Source: an optimization exercise on an open RTL-to-GDS flow (aim: a short achievable clock period and few clock cycles). Production flows keep margins and buffers that such runs may drop.
Only simulation tests tie the RTL to the original design; equivalence was not proved.
Power and IR drop assume default switching activity.

## the reference run
==> flow/design.v (excerpt) <==
module tho_core (
    input  wire        clk,
    input  wire        rst,           
    input  wire [7:0]  prog_len,      
    output wire [7:0]  imem_addr,     
    input  wire [15:0] imem_data,     
    output reg         retire_valid,  
    output reg         out_valid,     
    output reg  [3:0]  out_data,      
    output reg  [1:0]  run_state,     
    output reg  [3:0]  fault_op,
    output reg  [7:0]  fault_pc,
    output reg  [3:0]  acc,
    output reg         zf,
    output reg         cf,
    output reg  [7:0]  pc,
    output wire [63:0] mem            
);
clock: 4.5 ns
lec_check: 0
cap_margin: 20
core_margin: 2
core_utilization: 40
setup_slack_margin: 2.7
slew_margin: 20
synth_hierarchical: 1
run.sh (not shown) runs the stock make flow with config.mk's settings and CLKGATE_MAP_FILE= SYNTH_SCRIPT=/design/flow/synth_recipe.tcl, a recipe that flattens the netlist after the stock synthesis.
The reference run went all the way through synthesis, placement and routing and the layout is clean on timing, DRC and antenna.
Testbench counts of the reference run, summed over its fixed seeds: cycles 74,218.
### the reference run -> the trial run
--- a/flow/design.v
+++ b/flow/design.v
@@ -400,30 +400,39 @@
     tho_inc8    fi (.a(fa), .y(finc));
     tho_predsel ps (.eq0(eq_v[0]), .eq1(eq_v[1]), .v0(vt_v[0]), .v1(vt_v[1]), .rs(wv & ~seq_ok),
                     .t0(btgt[0]), .t1(btgt[1]), .finc(finc), .ov(pc1), .rst(rst), .rv({7'd0, r2}), .y(fa_seq));
     tho_predsel pt (.eq0(eq_v[0]), .eq1(eq_v[1]), .v0(vt_v[0]), .v1(vt_v[1]), .rs(wv & ~tgt_ok),
                     .t0(btgt[0]), .t1(btgt[1]), .finc(finc), .ov({4'd0, p1}), .rst(rst), .rv({7'd0, r2}), .y(fa_tgt));
     wire [8:0] f_seq  = {rst ? r2 : (~wv | seq_ok), fa_seq};
     wire [8:0] f_tgt  = {rst ? r2 : (~wv | tgt_ok), fa_tgt};
     wire [8:0] f_d;
     genvar fk;
     generate for (fk = 0; fk < 9; fk = fk + 1) begin : fmx
         tho_mx2 m (.s(jt), .a(f_seq[fk]), .b(f_tgt[fk]), .y(f_d[fk]));
     end endgenerate
-    wire        nw = ~(exec & (is_sta | is_sto));
-    wire [3:0]  wd = is_sto ? p2 : acc;
+    wire [3:0]  nw;
+    wire [3:0]  nop;
+    wire [3:0]  wd;
+    genvar wk;
+    generate for (wk = 0; wk < 4; wk = wk + 1) begin : wen
+        tho_inv   i (.a(op[wk]), .y(nop[wk]));
+    end
+    for (wk = 0; wk < 4; wk = wk + 1) begin : wcp
+        tho_nand4 n (.a(exec), .b(nop[3]), .c(nop[2]), .d(op[1]), .y(nw[wk]));
+        tho_mx2   m (.s(op[0]), .a(acc[wk]), .b(p2[wk]), .y(wd[wk]));
+    end endgenerate
     wire [63:0] dmem_d;
     generate
         for (g = 0; g < 16; g = g + 1) begin : mw
-            tho_memw u (.dn(dn[g]), .nw(nw), .rst(rst), .wd(wd), .m(dmem[4*g +: 4]), .y(dmem_d[4*g +: 4]));
+            tho_memw u (.dn(dn[g]), .nw(nw[g/4]), .rst(rst), .wd(wd), .m(dmem[4*g +: 4]), .y(dmem_d[4*g +: 4]));
         end
     endgenerate
     always @(posedge clk) begin
         run_state <= {rs1_n, rs0_n};
         fa <= f_d[7:0];
         wv <= f_d[8];
         rn <= rst ? (prog_len != 8'd0) : (rn & ~stop);
         dmem <= dmem_d;
         acc <= alu_d[3:0];
         accx <= accx_d;
         zf  <= alu_d[4];
         cf  <= alu_d[5];
==> summary.txt <==
The trial run vs. the reference run: total power grew by about 2.6%; number of buffers and inverters on the critical path shrank by 2; synthesized area grew by 100 um2; non-clock buffer instance count of the final layout grew by 66; logic gate share of total power grew by 1.4 points. Every stage of the flow completed for the trial run, and the final layout passed the timing, DRC and antenna checks. Compared to the reference run, the trial run has overall global routing resource usage 1.6 points lower. The trial run vs. the reference run: synthesized netlist cell count essentially unchanged; layout inverter count without the clock tree increased about 3%; number of post-CTS setup repair buffers increased 22; number of design-rule violations left by the first detailed-router iteration increased about 0.75%. Diff the trial run and the reference run: maximum frequency lower in the trial run. Going from the reference run to the trial run, internal power contribution moved up; number of inserted filler cells in the final layout moved up.
Testbench counts of the trial run, summed over its fixed seeds: cycles 74,218.


Setup of run 1:
tho_core, a different RTL version from the one above (not shown whole).
Size: roughly 200 flip-flops, roughly 130 I/O pins.
export LEC_CHECK = 0
export CAP_MARGIN = 20
export CORE_MARGIN = 2
export CORE_UTILIZATION = 40
export SETUP_SLACK_MARGIN = 2.7
export SLEW_MARGIN = 20
export SYNTH_HIERARCHICAL = 1
create_clock -name core_clock -period 4.5 [get_ports {clk}]
Testbench counts of run 1, summed over its fixed seeds: cycles 74,218.
Input-level comparison between run 3 and run 1:
-- flow/design.v --
<<< run 1, line 97
    input  wire [3:0]  op, p1,
    input  wire        exec, rst,     
    output wire [15:0] sl, sa, ss,    
    output wire [15:0] sl2, sa2, ss2,  
    output wire [15:0] dn             
);
>>> run 3, line 97
    input  wire [3:0]  op, p1,
    input  wire        exec, rst,     
    output wire [15:0] sl, sa, ss,
    output wire [15:0] dn             
);
<<< run 1, line 114
    end
    for (k = 0; k < 16; k = k + 1) begin : dec
        wire dl, da, ds;
        tho_nand4 d (.a(k & 1 ? p1[0] : np[0]), .b(k & 2 ? p1[1] : np[1]),
                     .c(k & 4 ? p1[2] : np[2]), .d(k & 8 ? p1[3] : np[3]), .y(dn[k]));
        tho_nand4 e0 (.a(k & 1 ? p1[0] : np[0]), .b(k & 2 ? p1[1] : np[1]),
                      .c(k & 4 ? p1[2] : np[2]), .d(k & 8 ? p1[3] : np[3]), .y(dl));
        tho_nand4 e1 (.a(k & 1 ? p1[0] : np[0]), .b(k & 2 ? p1[1] : np[1]),
                      .c(k & 4 ? p1[2] : np[2]), .d(k & 8 ? p1[3] : np[3]), .y(da));
        tho_nand4 e2 (.a(k & 1 ? p1[0] : np[0]), .b(k & 2 ? p1[1] : np[1]),
                      .c(k & 4 ? p1[2] : np[2]), .d(k & 8 ? p1[3] : np[3]), .y(ds));
        tho_nor3  l  (.a(nl[k/4]), .b(dl), .c(nen[k/4]), .y(sl[k]));
        tho_nor3  s1 (.a(na[k/4]), .b(da), .c(nen[k/4]), .y(sa[k]));
        tho_nor3  s2 (.a(ns[k/4]), .b(ds), .c(nen[k/4]), .y(ss[k]));
        tho_nor3  l2 (.a(nl[k/4]), .b(dl), .c(nen[k/4]), .y(sl2[k]));
        tho_nor3  t1 (.a(na[k/4]), .b(da), .c(nen[k/4]), .y(sa2[k]));
        tho_nor3  t2 (.a(ns[k/4]), .b(ds), .c(nen[k/4]), .y(ss2[k]));
    end endgenerate
endmodule
>>> run 3, line 113
    end
    for (k = 0; k < 16; k = k + 1) begin : dec
        tho_nand4 d (.a(k & 1 ? p1[0] : np[0]), .b(k & 2 ? p1[1] : np[1]),
                     .c(k & 4 ? p1[2] : np[2]), .d(k & 8 ? p1[3] : np[3]), .y(dn[k]));
        tho_nor3  l (.a(nl[k/4]), .b(dn[k]), .c(nen[k/4]), .y(sl[k]));
        tho_nor3  s1 (.a(na[k/4]), .b(dn[k]), .c(nen[k/4]), .y(sa[k]));
        tho_nor3  s2 (.a(ns[k/4]), .b(dn[k]), .c(nen[k/4]), .y(ss[k]));
    end endgenerate
endmodule
<<< run 1, line 337
    wire [15:0] sl, sa, ss;
    wire [15:0] dn;
    wire [15:0] sl2, sa2, ss2;
    tho_sel_dec sd (.op(op), .p1(p1), .exec(exec), .rst(rst), .sl(sl), .sa(sa), .ss(ss),
                    .sl2(sl2), .sa2(sa2), .ss2(ss2), .dn(dn));
    wire [5:0] alu_d;
    wire [15:0] accx_d;
>>> run 3, line 326
    wire [15:0] sl, sa, ss;
    wire [15:0] dn;
    tho_sel_dec sd (.op(op), .p1(p1), .exec(exec), .rst(rst), .sl(sl), .sa(sa), .ss(ss), .dn(dn));
    wire [5:0] alu_d;
    wire [15:0] accx_d;
<<< run 1, line 359
                tho_nand2 hq0 (.a(alu_q[g]), .b(xa), .y(hq));
                tho_and2  hg (.a(hq), .b(nrst), .y(h));
                tho_alu_bit u (.sl(sl2), .sa(sa2), .ss(ss2), .dl(dl), .da(da), .ds(ds), .h(h), .y(alu_d[g]));
            end else if (g == 5) begin : hc
                tho_nand3 hg (.a(alu_q[g]), .b(xa), .c(nrst), .y(h));
                tho_alu_bit u (.sl(sl2), .sa(sa2), .ss(ss2), .dl(dl), .da(da), .ds(ds), .h(h), .y(alu_d[g]));
            end else begin : ha
                wire [4:0] h5;
>>> run 3, line 346
                tho_nand2 hq0 (.a(alu_q[g]), .b(xa), .y(hq));
                tho_and2  hg (.a(hq), .b(nrst), .y(h));
                tho_alu_bit u (.sl(sl), .sa(sa), .ss(ss), .dl(dl), .da(da), .ds(ds), .h(h), .y(alu_d[g]));
            end else if (g == 5) begin : hc
                tho_nand3 hg (.a(alu_q[g]), .b(xa), .c(nrst), .y(h));
                tho_alu_bit u (.sl(sl), .sa(sa), .ss(ss), .dl(dl), .da(da), .ds(ds), .h(h), .y(alu_d[g]));
            end else begin : ha
                wire [4:0] h5;
<<< run 1, line 370
                    tho_nand3 hg (.a(accx[4*c2 + g]), .b(xa), .c(nrst), .y(h5[c2+1]));
                end
                tho_alu_bit #(.NC(5)) u (.sl(g < 3 ? sl : sl2), .sa(g < 3 ? sa : sa2), .ss(g < 3 ? ss : ss2), .dl(dl), .da(da), .ds(ds), .h(h5),
                                         .y({accx_d[12+g], accx_d[8+g], accx_d[4+g], accx_d[g], alu_d[g]}));
            end
>>> run 3, line 357
                    tho_nand3 hg (.a(accx[4*c2 + g]), .b(xa), .c(nrst), .y(h5[c2+1]));
                end
                tho_alu_bit #(.NC(5)) u (.sl(sl), .sa(sa), .ss(ss), .dl(dl), .da(da), .ds(ds), .h(h5),
                                         .y({accx_d[12+g], accx_d[8+g], accx_d[4+g], accx_d[g], alu_d[g]}));
            end
Findings:
- On required time of the critical path: between run 3 and run 1, it ends up lower for run 3.
- Against run 1, run 3 comes in 0.31 points lower on initial standard-cell utilization of the core.
- Power drawn by the combinational cells ends up lower on run 3.
- Taking run 1 as the reference point, the count of buffers not belonging to the clock network in the layout of run 3 rises by 4.4%.
- Comparing run 3 and run 1, the higher global-route wire length before repair was measured on run 1.
Testbench counts of run 3, summed over its fixed seeds: cycles 74,218.

afterwards: timing with drivers on the ports:
Ports are ideal in the flow. The routed layouts listed here were re-timed in OpenROAD.
Step 1, drivers: a clkbuf_16 drives clk and a buf_2 each remaining input, both assumed.
Step 2 adds t to the input delays and takes it off the output delays; t is the mean of the earliest and latest rising clock arrival at the registers after step 1. Input paths then give back, and output paths get back, about the clock's delay inside the block.
a / b / c = ideal / step 1 / step 2; a / b = the first two.
| run | t, ns | setup slack, ns | hold slack, ns | cell pins on the clock port's net |
|---|---|---|---|---|
| the reference run | 0.559 | 2.337 / 2.325 / 1.766 | 0.369 / 0.369 / 0.369 | 1 |
| the trial run | 0.559 | 2.219 / 2.184 / 1.625 | 0.352 / 0.352 / 0.352 | 1 |
| run 1 | 0.546 | 2.380 / 2.356 / 1.810 | 0.355 / 0.355 / 0.355 | 1 |
| run 3 | 0.552 | 2.296 / 2.287 / 1.735 | 0.358 / 0.358 / 0.358 | 1 |
After both steps every run listed still meets setup and hold. The setup slack of the trial run, which loses most, moves by -0.035 ns with the drivers and by -0.594 ns with both steps.
